This is an optimization exercise on Yosys and OpenROAD, whose aim is small area, a short achievable clock period and few clock cycles per item, not a production implementation.
RTL that was checked went through simulation tests only; none was proved equivalent to the original.
Power and IR drop assume default switching activity.

## job 3330
Design fxc_conv, start of the top module:
module fxc_conv (
    input  wire        clk,
    input  wire        rst,         
    input  wire        in_valid,
    output wire        in_ready,
    input  wire [31:0] in_cmd,
    input  wire [63:0] in_opnd,
    output reg         out_valid,
    output reg  [63:0] out_data,
    output reg  [1:0]  out_cause,   
    output reg  [2:0]  out_rd
);
export LEC_CHECK = 0
export CAP_MARGIN = 20
export CORE_MARGIN = 2
export CORE_UTILIZATION = 45
export SLEW_MARGIN = 20
create_clock -name core_clock -period 12.0 [get_ports {clk}]
standard.sh (not shown) runs the stock make flow with config.mk's settings and CLKGATE_MAP_FILE= SYNTH_SCRIPT=/design/flow/synth_recipe.tcl, a recipe that flattens the netlist after the stock synthesis.
==> flow/flow/run.sh <==
#!/bin/bash
# The standard layout (standard.sh) with: timing repair aimed below the
# clock period; resizing free of footprint matching; small port buffers
# (repair sizes up the ones on critical paths); ABC's buffers removed before
# placement (repair_design buffers again where needed); CTS without dummy
# loads, clkbuf_16 at the root and branch points and clkbuf_8 at the leaves.
# Each tool's output stays in orfs/logs; make's own output in flow_make.log.
set -euo pipefail
bash standard.sh SETUP_SLACK_MARGIN=8.6 MATCH_CELL_FOOTPRINT=0 REMOVE_ABC_BUFFERS=1 \
  "BUFFER_PORTS_ARGS=-buffer_cell sky130_fd_sc_hd__buf_1" \
  "CTS_ARGS=-sink_clustering_enable -repair_clock_nets -dont_use_dummy_load -root_buf sky130_fd_sc_hd__clkbuf_16 -tree_buf sky130_fd_sc_hd__clkbuf_16 -buf_list sky130_fd_sc_hd__clkbuf_8" \
  finish > flow_make.log 2>&1
Testbench counts of job 3330, summed over its fixed seeds: cycles 24,024, items 24,000.
Input-level comparison between job 6366 and job 3330:
- TNS_END_PERCENT: unset -> 10
==> flow/flow/run.sh <==
#!/bin/bash
# The standard layout (standard.sh) with: timing repair aimed below the
# clock period; resizing free of footprint matching; small port buffers
# (repair sizes up the ones on critical paths); ABC's buffers removed before
# placement (repair_design buffers again where needed); CTS without dummy
# loads, clkbuf_16 at the root and branch points and clkbuf_8 at the leaves,
# each leaf driving up to 16 registers.
# Each tool's output stays in orfs/logs; make's own output in flow_make.log.
set -euo pipefail
bash standard.sh SETUP_SLACK_MARGIN=8.6 MATCH_CELL_FOOTPRINT=0 REMOVE_ABC_BUFFERS=1 \
  "BUFFER_PORTS_ARGS=-buffer_cell sky130_fd_sc_hd__buf_1" \
  "CTS_ARGS=-sink_clustering_enable -sink_clustering_size 16 -sink_clustering_max_diameter 80 -repair_clock_nets -dont_use_dummy_load -root_buf sky130_fd_sc_hd__clkbuf_16 -tree_buf sky130_fd_sc_hd__clkbuf_16 -buf_list sky130_fd_sc_hd__clkbuf_8" \
  finish > flow_make.log 2>&1
==> run notes <==
- Per the comparison of job 6366 with job 3330, post-route clock period utilization held, core utilization of the finished layout saw a decrease, transition at the pin with the smallest max-transition slack went down 0.024 ns, post-CTS setup-driven buffer insertion count was more or less identical, post-cts repair resize count saw a decrease.
- Delta(clock buffer count from CTS, job 6366 - job 3330) < 0
- Between job 3330 and job 6366, largest stage delay on the critical path increased.
- Comparing job 6366 against job 3330, there is no change at all in final weighted congestion in routability-driven placement.
- Delta(fraction of power consumed by combinational cells, job 6366 - job 3330) > 0
- Total power: job 6366 below job 3330
Setup changes, job 6366 to job 6501
- TNS_END_PERCENT: 10 -> 0
- PLACE_DENSITY: unset -> 0.75
--- outcome ---
Diff job 6366 -> job 6501 | global-route track usage on met3 | increase of 0.21 points
Critical path depth delta for job 6501 relative to job 6366: 6 higher
Summary of job 6501 over job 6366: core utilization level, cell-internal power moved up, fraction of power spent switching nets moved down.
Re largest stage delay on the critical path: job 6366 and job 6501 aren't equal, and the lower value belongs to job 6366.
Compared with job 6366, wire length in job 6501 decreased by a few percent.
The following lists how job 806 was set up differently from job 6501:
- PLACE_DENSITY no longer set, was 0.75
- CORE_UTILIZATION now 55, was 45
- TNS_END_PERCENT no longer set, was 0
==> comparison <==
- Every run (job 806 and job 6501) finished clean.
- Job 806 vs job 6501 — total die area dropped by more than 10%
- Job 806 gives more switching share of power than job 6501 did.
- Utilization job 6501 -> job 806: up
- Going from job 6501 to job 806, instance count after placement with tap cells included shrinks by 90.
- When the final numbers for job 806 and job 6501 were put side by side, the initial core utilization turned out to be greater in job 806.
- Job 806: shortest period the worst path allows 0.022 ns below job 6501
- Diff job 6501 -> job 806 | clock buffer instance count of the final layout | decrease of 1
- Job 806 supports a higher top clock frequency than job 6501.
Inputs modified between job 806 and job 4587:
- TNS_END_PERCENT now 10, previously not set
- CORE_UTILIZATION now 45, was 55
==> flow/flow/run.sh <==
#!/bin/bash
# The standard layout (standard.sh) with: timing repair aimed below the
# clock period; resizing free of footprint matching; small port buffers
# (repair sizes up the ones on critical paths); ABC's buffers removed before
# placement (repair_design buffers again where needed); CTS without dummy
# loads, clkbuf_16 at the root and branch points and clkbuf_8 at the leaves,
# each leaf driving up to 16 registers.
# Each tool's output stays in orfs/logs; make's own output in flow_make.log.
set -euo pipefail
bash standard.sh SETUP_SLACK_MARGIN=8.5 MATCH_CELL_FOOTPRINT=0 REMOVE_ABC_BUFFERS=1 \
  "BUFFER_PORTS_ARGS=-buffer_cell sky130_fd_sc_hd__buf_1" \
  "CTS_ARGS=-sink_clustering_enable -sink_clustering_size 16 -sink_clustering_max_diameter 80 -repair_clock_nets -dont_use_dummy_load -root_buf sky130_fd_sc_hd__clkbuf_16 -tree_buf sky130_fd_sc_hd__clkbuf_16 -buf_list sky130_fd_sc_hd__clkbuf_8" \
  finish > flow_make.log 2>&1
Results
- From job 806 to job 4587, number of nets with antenna violations after routing did not move at all.
- Reported for job 806 and job 4587, count of buffering cells on the critical path with inverters included turned out identical to the last digit.
- Area of all sequential standard cells is higher on job 806

========
fxc_conv, a different RTL version from the one above (not shown whole).
For scale: roughly 2200 cells after synthesis, roughly 320 flip-flops, roughly 170 I/O pins, roughly 18000 um^2 of cells after synthesis.
clock: 12.0 ns
lec_check: 0
cap_margin: 20
core_margin: 2
core_utilization: 40
slew_margin: 20
==> flow/flow/run.sh <==
#!/bin/bash
# The standard layout (standard.sh) with timing repair aimed below the
# clock period, resizing free of footprint matching, and small port buffers
# (repair sizes up the ones on critical paths). Each tool's output stays in
# orfs/logs; make's own output is in flow_make.log.
set -euo pipefail
bash standard.sh SETUP_SLACK_MARGIN=8.6 MATCH_CELL_FOOTPRINT=0 \
  "BUFFER_PORTS_ARGS=-buffer_cell sky130_fd_sc_hd__buf_1" finish > flow_make.log 2>&1
The starting point passed the timing, design-rule and antenna checks.
Rerun with:
CORE_UTILIZATION = 55   (was 40)
=> Area after synthesis does not change; clock power stays flat; sequential power hardly moves; global-route usage went up by 7.8 points; wire length falls by 3.1%; die area drops by 27%; clock-buffer cell count fell by 2.
No run of this note included a check of the RTL's function; only the layout flow was run.

========
## alpha
RTL: one of the versions met above, not the one the previous note started from.
Size in the first run: ~2,300 cells after synthesis, about 330 flip-flops, roughly 170 I/O pins, ~19,000 sq um of cells after synthesis.
Settings: LEC_CHECK=0, CAP_MARGIN=20, CORE_MARGIN=2, CORE_UTILIZATION=45, CTS_BUF_LIST=sky130_fd_sc_hd__clkbuf_8, SLEW_MARGIN=20; clock period 12.0 ns.
Scripts as last shown in full above: flow/flow/run.sh
Testbench counts of alpha, summed over its fixed seeds: cycles 24,024, items 24,000.
#### Input delta (beta over alpha)
- CTS_BUF_LIST: sky130_fd_sc_hd__clkbuf_8 -> unset
==> flow/flow/run.sh <==
#!/bin/bash
# The standard layout (standard.sh) with: timing repair aimed below the
# clock period; resizing free of footprint matching; small port buffers
# (repair sizes up the ones on critical paths); ABC's buffers removed before
# placement (repair_design buffers again where needed); CTS without dummy
# loads, clkbuf_16 at the root and branch points and clkbuf_8 at the leaves,
# each leaf driving up to 16 registers.
# Each tool's output stays in orfs/logs; make's own output in flow_make.log.
set -euo pipefail
bash standard.sh SETUP_SLACK_MARGIN=8.6 MATCH_CELL_FOOTPRINT=0 REMOVE_ABC_BUFFERS=1 \
  "BUFFER_PORTS_ARGS=-buffer_cell sky130_fd_sc_hd__buf_1" \
  "CTS_ARGS=-sink_clustering_enable -sink_clustering_size 16 -sink_clustering_max_diameter 80 -repair_clock_nets -dont_use_dummy_load -root_buf sky130_fd_sc_hd__clkbuf_16 -tree_buf sky130_fd_sc_hd__clkbuf_16 -buf_list sky130_fd_sc_hd__clkbuf_8" \
  finish > flow_make.log 2>&1
Results
Against alpha as the reference, beta delivers a lower arrival time reported for the critical path endpoint.
Global-route usage in beta vs alpha: down 1.1 points
Looking at detailed-route wire length per cell, beta sits 0.49% lower than alpha does.
The inputs of gamma differ from those of beta as listed below.
==> flow/flow/run.sh <==
#!/bin/bash
# The standard layout (standard.sh) with: timing repair aimed below the
# clock period; resizing free of footprint matching; small port buffers
# (repair sizes up the ones on critical paths); ABC's buffers removed before
# placement (repair_design buffers again where needed); CTS without dummy
# loads, clkbuf_16 at the root and branch points and clkbuf_8 at the leaves.
# Each tool's output stays in orfs/logs; make's own output in flow_make.log.
set -euo pipefail
bash standard.sh SETUP_SLACK_MARGIN=8.7 MATCH_CELL_FOOTPRINT=0 REMOVE_ABC_BUFFERS=1 \
  "BUFFER_PORTS_ARGS=-buffer_cell sky130_fd_sc_hd__buf_1" \
  "CTS_ARGS=-sink_clustering_enable -repair_clock_nets -dont_use_dummy_load -root_buf sky130_fd_sc_hd__clkbuf_16 -tree_buf sky130_fd_sc_hd__clkbuf_16 -buf_list sky130_fd_sc_hd__clkbuf_8" \
  finish > flow_make.log 2>&1
==> comparison <==
- Diff beta -> gamma | reported net switching power | up by more than 10%
- From beta to gamma, count of inverters not on the clock network in the layout did not move at all.
- Aggregate global routing overflow: gamma vs beta — no meaningful difference
- beta -> gamma: maximum clock path buffer count delta 0, exact match
- Summary of gamma over beta: wire length on met3 shows an increase of 220 um; multi-input combinational cell area roughly the same; pin slew with the least headroom to its limit went up; clock power increased by 49% relative to the old numbers; signed area change from the synthesized netlist to the final layout now sits higher.
- gamma vs. beta: wire length on met2 went down by 0.34%.
- Between beta and gamma, total detailed-routing wirelength increased.

[port drivers added, routing unchanged]
The flow's constraints put no driver on any port. The routed layouts listed below were extracted and timed again, unchanged, in two steps.
Step 1, drivers: a clkbuf_16 drives clk and a buf_2 each remaining input, both assumed.
Step 2 moves the port delays by t, midway between the first and last clock arrival at a register: inputs arrive t later, outputs are due t later. That takes back most of the time a late clock gives input paths.
Three values: no drivers, after step 1, after step 2; two values: the first two.
| run | shift t [ns] | slack for setup (ns) | worst hold slack (ns) | worst setup path at the end |
|---|---|---|---|---|
| job 3330 | 0.574 | 8.619 / 8.566 / 8.160 | 0.324 / 0.324 / 0.324 | input to register |
| job 6366 | 0.572 | 8.604 / 8.553 / 8.141 | 0.334 / 0.334 / 0.334 | input to register |
| job 6501 | 0.564 | 8.603 / 8.558 / 8.067 | 0.313 / 0.313 / 0.313 | input to register |
| job 806 | 0.564 | 8.625 / 8.570 / 8.187 | 0.324 / 0.324 / 0.324 | input to register |
| job 4587 | 0.570 | 8.569 / 8.518 / 8.133 | 0.334 / 0.334 / 0.334 | input to register |
| the first run of note 2 | 0.595 | 8.549 / 8.549 / 8.167 | 0.324 / 0.324 / 0.324 | input to register |
| the second run of note 2 | 0.565 | 8.461 / 8.461 / 8.175 | 0.325 / 0.325 / 0.325 | input to register |
| alpha | 0.682 | 8.515 / 8.468 / 8.141 | 0.325 / 0.325 / 0.325 | input to register |
| beta | 0.574 | 8.617 / 8.566 / 8.156 | 0.334 / 0.334 / 0.334 | input to register |
| gamma | 0.573 | 8.619 / 8.566 / 8.249 | 0.324 / 0.324 / 0.324 | input to register |
After both steps setup and hold are still met in every run listed. The setup slack of job 6501, which loses most, moves by -0.045 ns with the drivers and by -0.536 ns with both steps.
